From an optimization exercise on the open Yosys and OpenROAD flow, aimed at small area and a short achievable clock period; shortcuts taken in it are not production practice. At most, simulation tests tie the RTL to the original design; equivalence was not proved. Power is estimated from default activity; no workload was simulated.

==> inputs of run D <==
==> flow/design.v (excerpt) <==
module minifloat_pipe (
    input  wire        clk,
    input  wire        rst,
    input  wire        in_valid,
    input  wire [4:0]  op,
    input  wire [31:0] a,
    input  wire [31:0] b,
    output wire [31:0] y,
    output reg  [1:0]  st,
    output reg         out_valid
);
    localparam ST_OK      = 2'd0;
    localparam ST_ABSENT  = 2'd1;
    localparam ST_ILLEGAL = 2'd2;
    wire [2:0] dab = a[6:4] - b[6:4];
    wire [2:0] dba = b[6:4] - a[6:4];
    wire       bgt = (b[6:4] > a[6:4]);
    reg [4:0]  op_q;
    reg [31:0] a_q;
    reg [7:0]  b_q;
    reg        swp_q;
    reg [2:0]  d_q;
    reg        v1;
    always @(posedge clk) begin
        if (rst) v1 <= 1'b0;
        else     v1 <= in_valid;
        op_q  <= op;
        a_q   <= a;
        b_q   <= b[7:0];
        swp_q <= bgt;
        d_q   <= bgt ? dba : dab;
    end
    wire [7:0] va = a_q[7:0];
    wire [7:0] vb = b_q;
    wire        is_add = (op_q[4:1] == 4'b0110);
    wire [10:0] add_x;
    wire        add_s, add_tie;
    mf_adder u_add (.a(va), .b({vb[7] ^ op_q[0], vb[6:0]}), .swp(swp_q), .d(d_q),
                    .x(add_x), .s(add_s), .tie(add_tie));
    wire [2:0]  add_e = swp_q ? vb[6:4] : va[6:4];
    wire [7:0] mul_p;
    wire [2:0] mul_e;
    wire       mul_sat, mul_under, mul_s;
    mf_multiplier u_mul (.a(va), .b(vb), .p(mul_p), .e(mul_e), .sat(mul_sat),
                         .under(mul_under), .s(mul_s));
    wire [7:0] xfrom_y, afrom_y;
    wire       xfrom_absent;
    mf_converter u_conv (.f(a_q), .exact_y(xfrom_y), .exact_absent(xfrom_absent),
                         .approx_y(afrom_y));
    reg [10:0] o_d;
    reg [2:0]  ne_d;
    reg        nsat_d, rs_d, rz_d;
    reg [1:0]  cls_d, st_d;
    always @* begin
        o_d    = 11'd0;
        ne_d   = 3'd0;
        nsat_d = 1'b0;
        rs_d   = 1'b0;
        rz_d   = 1'b0;
        cls_d  = 2'd1;
        st_d   = ST_OK;
        case (op_q)
            5'd0:  o_d = 11'd0;
            5'd1:  o_d = 11'h21;
  ...
==> module mf_converter, before the edit <==
module mf_converter (
    input  wire [31:0] f,
    output reg  [7:0]  exact_y,
    output reg         exact_absent,
    output reg  [7:0]  approx_y
);
    wire        fs = f[31];
    wire [7:0]  fx = f[30:23];
    wire [22:0] ff = f[22:0];
    wire        xz = (fx == 8'd0);
    wire        is_zero = xz && (ff == 23'd0);
    reg neg;
    integer i;
    always @* begin
        neg = xz || (fx <= 8'd124);
        for (i = 0; i < 23; i = i + 1)
            if (ff[i] && (fx <= 8'd147 - i)) neg = 1'b1;
    end
    wire       z14 = (ff[13:0] == 14'd0);
    wire [8:0] fl  = ff[22:14];
    reg  [9:0] oh;
    integer k;
    always @* begin
        oh[0] = (fl == 9'd0);
        for (k = 1; k < 10; k = k + 1)
            oh[k] = fl[9 - k] && ((fl & ((9'd1 << (9 - k)) - 9'd1)) == 9'd0);
    end
    wire       xin = (fx >= 8'd125) && (fx <= 8'd140);
    wire [3:0] xo  = fx[3:0] - 4'd13;
    wire [3:0] top = {1'b1, ff[22:20]};
    reg        pok;
    reg  [6:0] pos;
    integer    lo, hi;
    reg  [2:0] c;
    always @* begin
        pok = 1'b0;
        pos = 7'd0;
        for (k = 0; k < 10; k = k + 1) begin
            lo = (k <= 3) ? k : 2 * k - 3;
            hi = k + 6;
            if (oh[k] && xo >= lo && xo <= hi) pok = 1'b1;
        end
        for (k = 0; k < 10; k = k + 1)
            if (oh[k]) begin
                if (k <= 3) begin
                    c   = k;
                    pos = {xo[2:0] - c, top >> (3 - k)};
                end else begin
                    c   = 2 * k - 3;
                    pos = {xo[2:0] - c, top};
                end
            end
    end
    wire psat = !(pok && xin && z14);
    wire [6:0] pres = psat ? 7'h70 : pos;
    reg [6:0] nres;
    always @* begin
        if (xz || fx <= 8'd124) nres = 7'h00;
        else if (fx >= 8'd129)  nres = 7'h70;
        else                    nres = {3'd0, top >> (2'd3 - fx[1:0] + 2'd1)};
    end
    always @* begin
        exact_absent = !is_zero && neg;
        if (is_zero)
            exact_y = {fs, 7'd0};
        else
            exact_y = {fs, pres};
        if (is_zero)
            approx_y = {fs, 7'd0};
        else
            approx_y = {fs, neg ? nres : pres};
    end
endmodule
clock: 15.0 ns
lec_check: 0
cap_margin: 20
core_margin: 2
core_utilization: 40
slew_margin: 20
standard.sh (not shown) runs the stock make flow with config.mk's settings and CLKGATE_MAP_FILE= SYNTH_SCRIPT=/design/flow/synth_recipe.tcl, a recipe that flattens the netlist after the stock synthesis.
==> flow/flow/run.sh <==
#!/bin/bash
set -euo pipefail
export BUFFER_PORTS_ARGS="-buffer_cell sky130_fd_sc_hd__buf_2"
bash standard.sh SETUP_SLACK_MARGIN=11.3 finish > standard.log 2>&1
==> run K (differences from run D) <==
--- a/flow/design.v
+++ b/flow/design.v
@@ -88,37 +88,25 @@
     wire       z14 = (ff[13:0] == 14'd0);
-    wire [8:0] fl  = ff[22:14];
-    reg  [9:0] oh;
-    integer k;
+    reg  [3:0] u;
     always @* begin
-        oh[0] = (fl == 9'd0);
-        for (k = 1; k < 10; k = k + 1)
-            oh[k] = fl[9 - k] && ((fl & ((9'd1 << (9 - k)) - 9'd1)) == 9'd0);
+        u = 4'd0;
+        for (i = 14; i < 23; i = i + 1)
+            if (ff[i] && u == 4'd0) u = 23 - i;
     end
-    wire       xin = (fx >= 8'd125) && (fx <= 8'd140);
-    wire [3:0] xo  = fx[3:0] - 4'd13;
-    wire [3:0] top = {1'b1, ff[22:20]};
-    reg        pok;
+    wire       xin  = (fx >= 8'd125) && (fx <= 8'd140);
+    wire [3:0] xo   = fx[3:0] - 4'd13;                  
+    wire [4:0] eo1  = {1'b0, xo} - {1'b0, u};           
+    wire [5:0] eo2  = {2'b0, xo} - {1'b0, u, 1'b0} + 6'd3;   
+    wire [3:0] top  = {1'b1, ff[22:20]};
+    reg        psat;
     reg  [6:0] pos;
-    integer    lo, hi;
-    reg  [2:0] c;
     always @* begin
-        pok = 1'b0;
-        pos = 7'd0;
-        for (k = 0; k < 10; k = k + 1) begin
-            lo = (k <= 3) ? k : 2 * k - 3;
-            hi = k + 6;
-            if (oh[k] && xo >= lo && xo <= hi) pok = 1'b1;
+        psat = eo1[4] || (eo1[3:0] > 4'd6);
+        if (u <= 4'd3) begin
+            pos  = {eo1[2:0], top >> (2'd3 - u[1:0])};
+        end else begin
+            if (eo2[5]) psat = 1'b1;
+            pos  = {eo2[2:0], top};
         end
-        for (k = 0; k < 10; k = k + 1)
-            if (oh[k]) begin
-                if (k <= 3) begin
-                    c   = k;
-                    pos = {xo[2:0] - c, top >> (3 - k)};
-                end else begin
-                    c   = 2 * k - 3;
-                    pos = {xo[2:0] - c, top};
-                end
-            end
+        if (!xin || !z14) psat = 1'b1;
     end
-    wire psat = !(pok && xin && z14);
     wire [6:0] pres = psat ? 7'h70 : pos;
==> flow/run.sh (new file) <==
#!/bin/bash
# synth_recipe.tcl (not shown) runs the flow's synth.tcl, then flattens the netlist and writes it again
# the make line also repeats each setting of config.mk as NAME=value (left out here)
make -C /OpenROAD-flow-scripts/flow DESIGN_CONFIG=/design/flow/config.mk WORK_HOME=/design/flow/orfs CLKGATE_MAP_FILE= SYNTH_SCRIPT=/design/flow/synth_recipe.tcl finish
removed: flow/flow/run.sh
removed: flow/standard.sh
==> qor summary <==
Result of the run: run K timing/DRC/antenna clean; run D timing/DRC/antenna clean
Data arrival time of the worst path: run K 4.90 ns; run D 4.08 ns
Total area of sequential cells: run K 1860 um^2; run D 1890 um^2
Post-synth top area share: run K 29.4%; run D 27.3%
Final Util: run K 48.1%; run D 47.0%
Routability-driven placement congestion ratio: run K 0.894; run D 0.935
Worst supply voltage drop on vdd: run K 0.0000588 V; run D 0.0000681 V
Synth Area per Inst: run K 8.44 um^2; run D 8.32 um^2
Pin count of the biggest net entering global routing: run K 21; run D 24
Largest fanout of any net on the critical path: run K 3; run D 2
Detailed Route Iter0 Violations: run K 415; run D 715
Met2 routing resource usage after global routing: run K 33.5%; run D 31.6%
Unique cell type count in the Yosys netlist: run K 80; run D 89
Transition time of the tightest slew-check pin: run K 0.936 ns; run D 0.957 ns
Setup repair after global routing missed its margin: run K false; run D true
Design Power: run K 760 uW; run D 789 uW
Setup WS pre-CTS: run K 10.02 ns; run D 10.61 ns
Power per cell area: run K 103 nW/um^2; run D 101 nW/um^2
Met2 wirelength from detailed routing: run K 7770 um; run D 7950 um
Endpoint of the most critical register-to-register path: run K x_q[6]; run D x_q[10]
Number of clock-tree buffers in the layout: run K 9; run D 12
No functional check of the RTL was part of run D.

[afterwards: timing with drivers on the ports]
Ports are ideal in the flow. The routed layouts listed here were re-timed in OpenROAD.
Step 1 sets driving cells, clkbuf_16 on the clock port and buf_2 on the other inputs (assumed; they add their load-dependent delay and slew).
Step 2 moves the port delays by t, midway between the first and last clock arrival at a register: inputs arrive t later, outputs are due t later. That takes back most of the time a late clock gives input paths.
Slacks: ideal / step 1 / step 2; pairs: ideal / step 1.
| run | shift t [ns] | slack for setup (ns) | hold WS [ns] | worst setup path after step 2 | worst slew at a driven data input, ns |
|---|---|---|---|---|---|
| run D | 0.382 | 11.195 / 11.170 / 10.791 | 0.330 / 0.330 / 0.330 | input to register | 0.06 |
| run K | 0.388 | 10.384 / 10.398 / 10.010 | 0.330 / 0.330 / 0.330 | input to register | 0.04 |
After both steps setup and hold are still met in every run listed. The setup slack of run D, which loses most, moves by -0.025 ns with the drivers and by -0.404 ns with both steps.
